Source: an optimization exercise on an open RTL-to-GDS flow (aim: small area, a short achievable clock period and few clock cycles per item). Production flows keep margins and buffers that such runs may drop. Where RTL was checked, it was by simulation tests only, not by an equivalence proof against the original. Power figures rest on the tool's default switching activity, not on a simulated workload.

// acc_correlator
module acc_correlator (
    input  wire        clk,
    input  wire        rst,              
    input  wire        cfg_valid,
    output wire        cfg_ready,
    input  wire [2:0]  cfg_op,
    input  wire [63:0] cfg_code,         
    input  wire [7:0]  cfg_len,
    input  wire [31:0] cfg_value,
    input  wire        cfg_detect_inv,
    input  wire        in_valid,
    output wire        in_ready,
    input  wire        in_bit,
    output wire        out_valid,
    output wire [2:0]  out_data,
    output wire        idle,
    output wire        configured,
    output wire        invert,
    output wire [5:0]  status,
    output wire        irq,
    output wire [15:0] bit_count,
    output wire [15:0] ambig_count,
    output wire [15:0] last_ambig_bit
);
    localparam [2:0] OP_RESET          = 3'd0;
    localparam [2:0] OP_CONFIG         = 3'd1;
    localparam [2:0] OP_SET_CODE       = 3'd2;
    localparam [2:0] OP_SET_THRESHOLD  = 3'd3;
    localparam [2:0] OP_SET_DETECT_INV = 3'd4;
    localparam [2:0] OP_CLEAR_STATUS   = 3'd5;
    localparam [2:0] OP_SET_IRQ_EN     = 3'd6;
    reg [63:0] data_reg;
    reg [63:0] flag_reg;
    reg [63:0] invert_reg;
  ...
Size: roughly 1300 cells after synthesis, roughly 370 flip-flops, roughly 180 I/O pins, roughly 16000 um^2 of cells after synthesis.
export LEC_CHECK = 0
export CAP_MARGIN = 20
export CORE_MARGIN = 2
export CORE_UTILIZATION = 60
export CTS_BUF_LIST = sky130_fd_sc_hd__clkbuf_4 sky130_fd_sc_hd__clkbuf_8
export PLACE_DENSITY = 0.7
export SETUP_SLACK_MARGIN = 5
export SLEW_MARGIN = 20
create_clock -name core_clock -period 10.0 [get_ports {clk}]
run.sh (not shown) runs the stock make flow with config.mk's settings and CLKGATE_MAP_FILE= SYNTH_SCRIPT=/design/flow/synth_recipe.tcl, a recipe that flattens the netlist after the stock synthesis.
Edit:
--- a/flow/design.v
+++ b/flow/design.v
@@ -42,48 +42,63 @@
     reg [15:0] bit_count_q;
     reg [15:0] ambig_count_q;
     reg [15:0] last_ambig_bit_q;
     reg        st_illegal, st_invalid, st_ambig;
     reg        ie_illegal, ie_invalid, ie_ambig;
     reg        irq_q;
-    reg [6:0]  lt;               
+    reg [7:0]  nlt;              
     reg        step_d;           
     reg        amb_d;
     reg        in_rdy_q, cfg_rdy_q;
     reg        step_q;           
     reg        bit_q;
     reg        out_valid_q;
     reg [2:0]  out_data_q;
     reg        idle_q;
-    localparam NG = 4;           
-    reg [4:0]  grp [0:NG-1];
+    localparam NG = 6;
+    reg [3:0]  grp [0:NG-1];
     wire bit_acc = in_valid & in_rdy_q;
     wire cmd_acc = cfg_valid & cfg_rdy_q;
+    reg [7:0]  hi_gt;            
+    reg [8:0]  hi_eq;            
+    reg [6:0]  lo_gt;            
     reg [63:0] mask;
     integer j;
     always @(*) begin
+        for (j = 0; j < 9; j = j + 1) begin
+            if (j < 8) hi_gt[j] = (len[6:3] > j[3:0]);
+            hi_eq[j] = (len[6:3] == j[3:0]);
+            if (j < 7) lo_gt[j] = (len[2:0] > j[2:0]);
+        end
         for (j = 0; j < 64; j = j + 1)
-            mask[j] = ({1'b0, len} > (7'd63 - j[6:0]));
+            mask[j] = hi_gt[(63 - j) >> 3] |
+                      (hi_eq[(63 - j) >> 3] & (((63 - j) & 7) == 7 ? 1'b0 : lo_gt[(63 - j) & 7]));
     end
     wire       e0 = (data_reg[0] ^ code[0]) & mask[0];
-    wire [6:0] wsum = {2'd0, grp[0]} + {2'd0, grp[1]} + {2'd0, grp[2]} + {2'd0, grp[3]} + {6'd0, e0};
-    wire       m_n = (wsum <= thr);                               
-    wire       m_i = (wsum >= lt);                                
+    wire [7:0] gsum8 = {4'd0, grp[0]} + {4'd0, grp[1]} + {4'd0, grp[2]} +
+                       {4'd0, grp[3]} + {4'd0, grp[4]} + {4'd0, grp[5]};
+    wire [7:0] t_n = gsum8 + {7'd0, e0} + {1'b1, ~thr};
+    wire [7:0] t_i = gsum8 + {7'd0, e0} + nlt;
+    wire       m_n = t_n[7];                                      
+    wire       m_i = ~t_i[7];                                     
     wire match     = invert_q ? m_i : m_n;
     wire match_inv = detect_inv & (invert_q ? m_n : m_i);
     wire ambiguous = match & match_inv;
     wire invert_next = invert_q ? ~(match & ~match_inv) : (match_inv & ~match);
     wire [63:0] data_shift = step_q ? {data_reg[62:0], bit_q ^ invert_next} : data_reg;
     wire [63:0] leaf = (data_shift ^ code) & mask;
-    reg  [4:0]  gsum [0:NG-1];
-    integer g, k;
+    reg  [3:0]  gsum [0:NG-1];
+    integer g, k, lo, hi;
     always @(*) begin
         for (g = 0; g < NG; g = g + 1) begin
-            gsum[g] = 5'd0;
-            for (k = 1 + 16 * g; k < 17 + 16 * g && k < 64; k = k + 1)
-                gsum[g] = gsum[g] + {4'd0, leaf[k]};
+            lo = (g < 3) ? 1 + 11 * g : 34 + 10 * (g - 3);
+            hi = (g < 3) ? 11 + 11 * g : 43 + 10 * (g - 3);
+            gsum[g] = 4'd0;
+            for (k = 1; k < 64; k = k + 1)
+                if (k >= lo && k <= hi)
+                    gsum[g] = gsum[g] + {3'd0, leaf[k]};
         end
     end
     wire len_ok    = (cfg_len <= 8'd64);
     wire c_reset   = cmd_acc & (cfg_op == OP_RESET);
     wire c_config  = cmd_acc & (cfg_op == OP_CONFIG) & len_ok;
     wire c_code    = cmd_acc & ((cfg_op == OP_CONFIG) | (cfg_op == OP_SET_CODE)) & len_ok;
@@ -145,13 +160,13 @@
             bit_count_q <= bit_count_q + 16'd1;
             if (amb_d) begin
                 ambig_count_q    <= ambig_count_q + 16'd1;
                 last_ambig_bit_q <= bit_count_q;
             end
         end
-        lt <= (thr >= len) ? 7'd0 : len - thr;
+        nlt <= (thr >= len) ? 8'd0 : {1'b0, thr} - {1'b0, len};
         if (c_config)
             full_q <= 1'b0;
         else
             full_q <= full_now;
         if (c_code) begin
             code <= cfg_code;
The changed run completed with no timing, DRC or antenna violations.
Synthesized cell count is lower by 5.5%.
Core utilization is higher by 0.29 points.
Global-route usage is lower by 0.44 points.
Die area is lower by about 2%.
Final area is lower by about 2.2%.
No run of this note included a check of the RTL's function; only the layout flow was run.


acc_correlator, a different RTL version from the one above (not shown whole).
Size: roughly 180 I/O pins, ~16000 µm² of cells after synthesis.
export LEC_CHECK = 0
export CAP_MARGIN = 20
export CORE_MARGIN = 2
export CORE_UTILIZATION = 60
export PLACE_DENSITY = 0.7
export SLEW_MARGIN = 20
create_clock -name core_clock -period 10.0 [get_ports {clk}]
standard.sh (not shown) runs the stock make flow with config.mk's settings and CLKGATE_MAP_FILE= SYNTH_SCRIPT=/design/flow/synth_recipe.tcl, a recipe that flattens the netlist after the stock synthesis.
==> flow/flow/run.sh <==
#!/bin/bash
# The standard layout (standard.sh: standard synthesis, floorplan, power
# grid, placement, CTS, routing), with three layout choices:
#  - each port still gets its own buffer, a plain buf_1 instead of the default
#    delay buffer;
#  - clock tree synthesis without dummy loads;
set -euo pipefail
MARGIN=${MARGIN:-6.4}
bash standard.sh \
  "BUFFER_PORTS_ARGS=-buffer_cell sky130_fd_sc_hd__buf_1" \
  "CTS_ARGS=-sink_clustering_enable -repair_clock_nets -dont_use_dummy_load -sink_clustering_size 20 -sink_clustering_max_diameter 70 -buf_list {sky130_fd_sc_hd__clkbuf_8 sky130_fd_sc_hd__clkbuf_16}" \
  "SETUP_SLACK_MARGIN=$MARGIN" "TNS_END_PERCENT=100" \
  finish > flow_standard.log 2>&1
Testbench counts at the start, summed over its fixed seeds: cycles 32,024, items 32,000.
Rerun with:
--- a/flow/design.v
+++ b/flow/design.v
@@ -26,16 +26,17 @@
     localparam [2:0] OP_CONFIG         = 3'd1;
     localparam [2:0] OP_SET_CODE       = 3'd2;
     localparam [2:0] OP_SET_THRESHOLD  = 3'd3;
     localparam [2:0] OP_SET_DETECT_INV = 3'd4;
     localparam [2:0] OP_CLEAR_STATUS   = 3'd5;
     localparam [2:0] OP_SET_IRQ_EN     = 3'd6;
     reg [63:0] data_reg;
-    reg [63:0] flag_reg;
+    reg [63:0] flag_reg;         
     reg [63:0] invert_reg;
+    reg        flag_d, minv_d;   
     reg [63:0] code;             
     reg [6:0]  len;              
     reg [6:0]  thr;              
     reg        detect_inv;
     reg        invert_q;
     reg        configured_q;
     reg        full_q;           
@@ -179,15 +180,17 @@
     wire ie_amb_n = ~kill & (c_irqen ? cfg_value[5] : ie_ambig);
     always @(posedge clk) begin
         in_rdy_q     <= ~rst & in_rdy_next;
         cfg_rdy_q    <= rst | cfg_rdy_next;
         step_q       <= ~rst & bit_acc;
         bit_q        <= in_bit;
         out_valid_q  <= ~rst & step_q;
-        out_data_q   <= {invert_reg[63], flag_reg[63], data_reg[63]} & {3{full_now}};
+        out_data_q   <= {step_d ? invert_reg[62] : invert_reg[63],
+                         step_d ? flag_reg[62]   : flag_reg[63],
+                         data_reg[63]} & {3{full_now}};
         idle_q       <= ~bit_acc & ~step_q;
         configured_q <= configured_next;
         st_illegal <= s_ill_n;
         st_invalid <= s_inv_n;
         st_ambig   <= s_amb_n;
         ie_illegal <= ie_ill_n;
         ie_invalid <= ie_inv_n;
@@ -202,17 +205,19 @@
             data_reg[63:1] <= 63'd0;
         else
             data_reg[63:1] <= data_shift[63:1];
         if (c_config)
             data_reg[0] <= 1'b0;
         else if (step_q)
             data_reg[0] <= new_bit;
-        if (step_q) begin
-            flag_reg   <= {flag_reg[62:0],   flag_next};
-            invert_reg <= {invert_reg[62:0], match_inv};
+        flag_d <= flag_next;
+        minv_d <= match_inv;
+        if (step_d) begin
+            flag_reg   <= {flag_reg[62:0],   flag_d};
+            invert_reg <= {invert_reg[62:0], minv_d};
         end
         if (kill | c_config)
             invert_q <= 1'b0;
         else if (step_q)
             invert_q <= invert_next;
         step_d <= ~rst & step_q;
         amb_d  <= ~rst & step_q & ambiguous;
Wire length went up slightly.
Setup slack loses 0.034 ns.
First-iteration DRC count went up slightly.
Area after synthesis went up slightly.
Non-clock buffer count went down by 6.
Final cell count stays flat.
Worst hold slack gains 0.0078 ns.
Final area went down slightly.
Global-route usage went down by 0.51 points.
Die area went up slightly.
Clock power went down slightly.
Power went down by a few percent.
Register-to-register slack loses 0.03 ns.
Flip-flop and latch count went up by 2.
Testbench counts after the change, summed over its fixed seeds: cycles 32,024, items 32,000.

-- static timing again, ports no longer ideal --
The flow's constraints put no driver on any port. The routed layouts listed below were extracted and timed again, unchanged, in two steps. Step 1 (the two cells are an assumption about what drives the block):
set clk [get_ports {clk}]
set_driving_cell -lib_cell sky130_fd_sc_hd__clkbuf_16 $clk
set_driving_cell -lib_cell sky130_fd_sc_hd__buf_2 [delete_from_list [all_inputs] $clk]
Step 2 moves the port delays by t, midway between the first and last clock arrival at a register: inputs arrive t later, outputs are due t later. That takes back most of the time a late clock gives input paths. a / b / c = no drivers / after step 1 / after step 2; a / b = the first two.
run | shift t [ns] | slack for setup (ns) | hold slack, ns | worst data-port slew with drivers (ns)
the first run of note 1 | 0.644 | 5.175 / 5.175 / 4.960 | 0.413 / 0.413 / 0.413 | 0.07
the second run of note 1 | 0.635 | 5.277 / 5.277 / 5.277 | 0.419 / 0.419 / 0.419 | 0.08
the first run of note 2 | 0.567 | 6.440 / 6.440 / 6.054 | 0.396 / 0.396 / 0.396 | 0.06
the second run of note 2 | 0.564 | 6.407 / 6.407 / 5.996 | 0.403 / 0.403 / 0.403 | 0.08
After both steps every run listed still meets setup and hold. For the second run of note 2, which loses most, drivers alone change the setup slack by 0.000 ns; drivers and shift together by -0.411 ns.
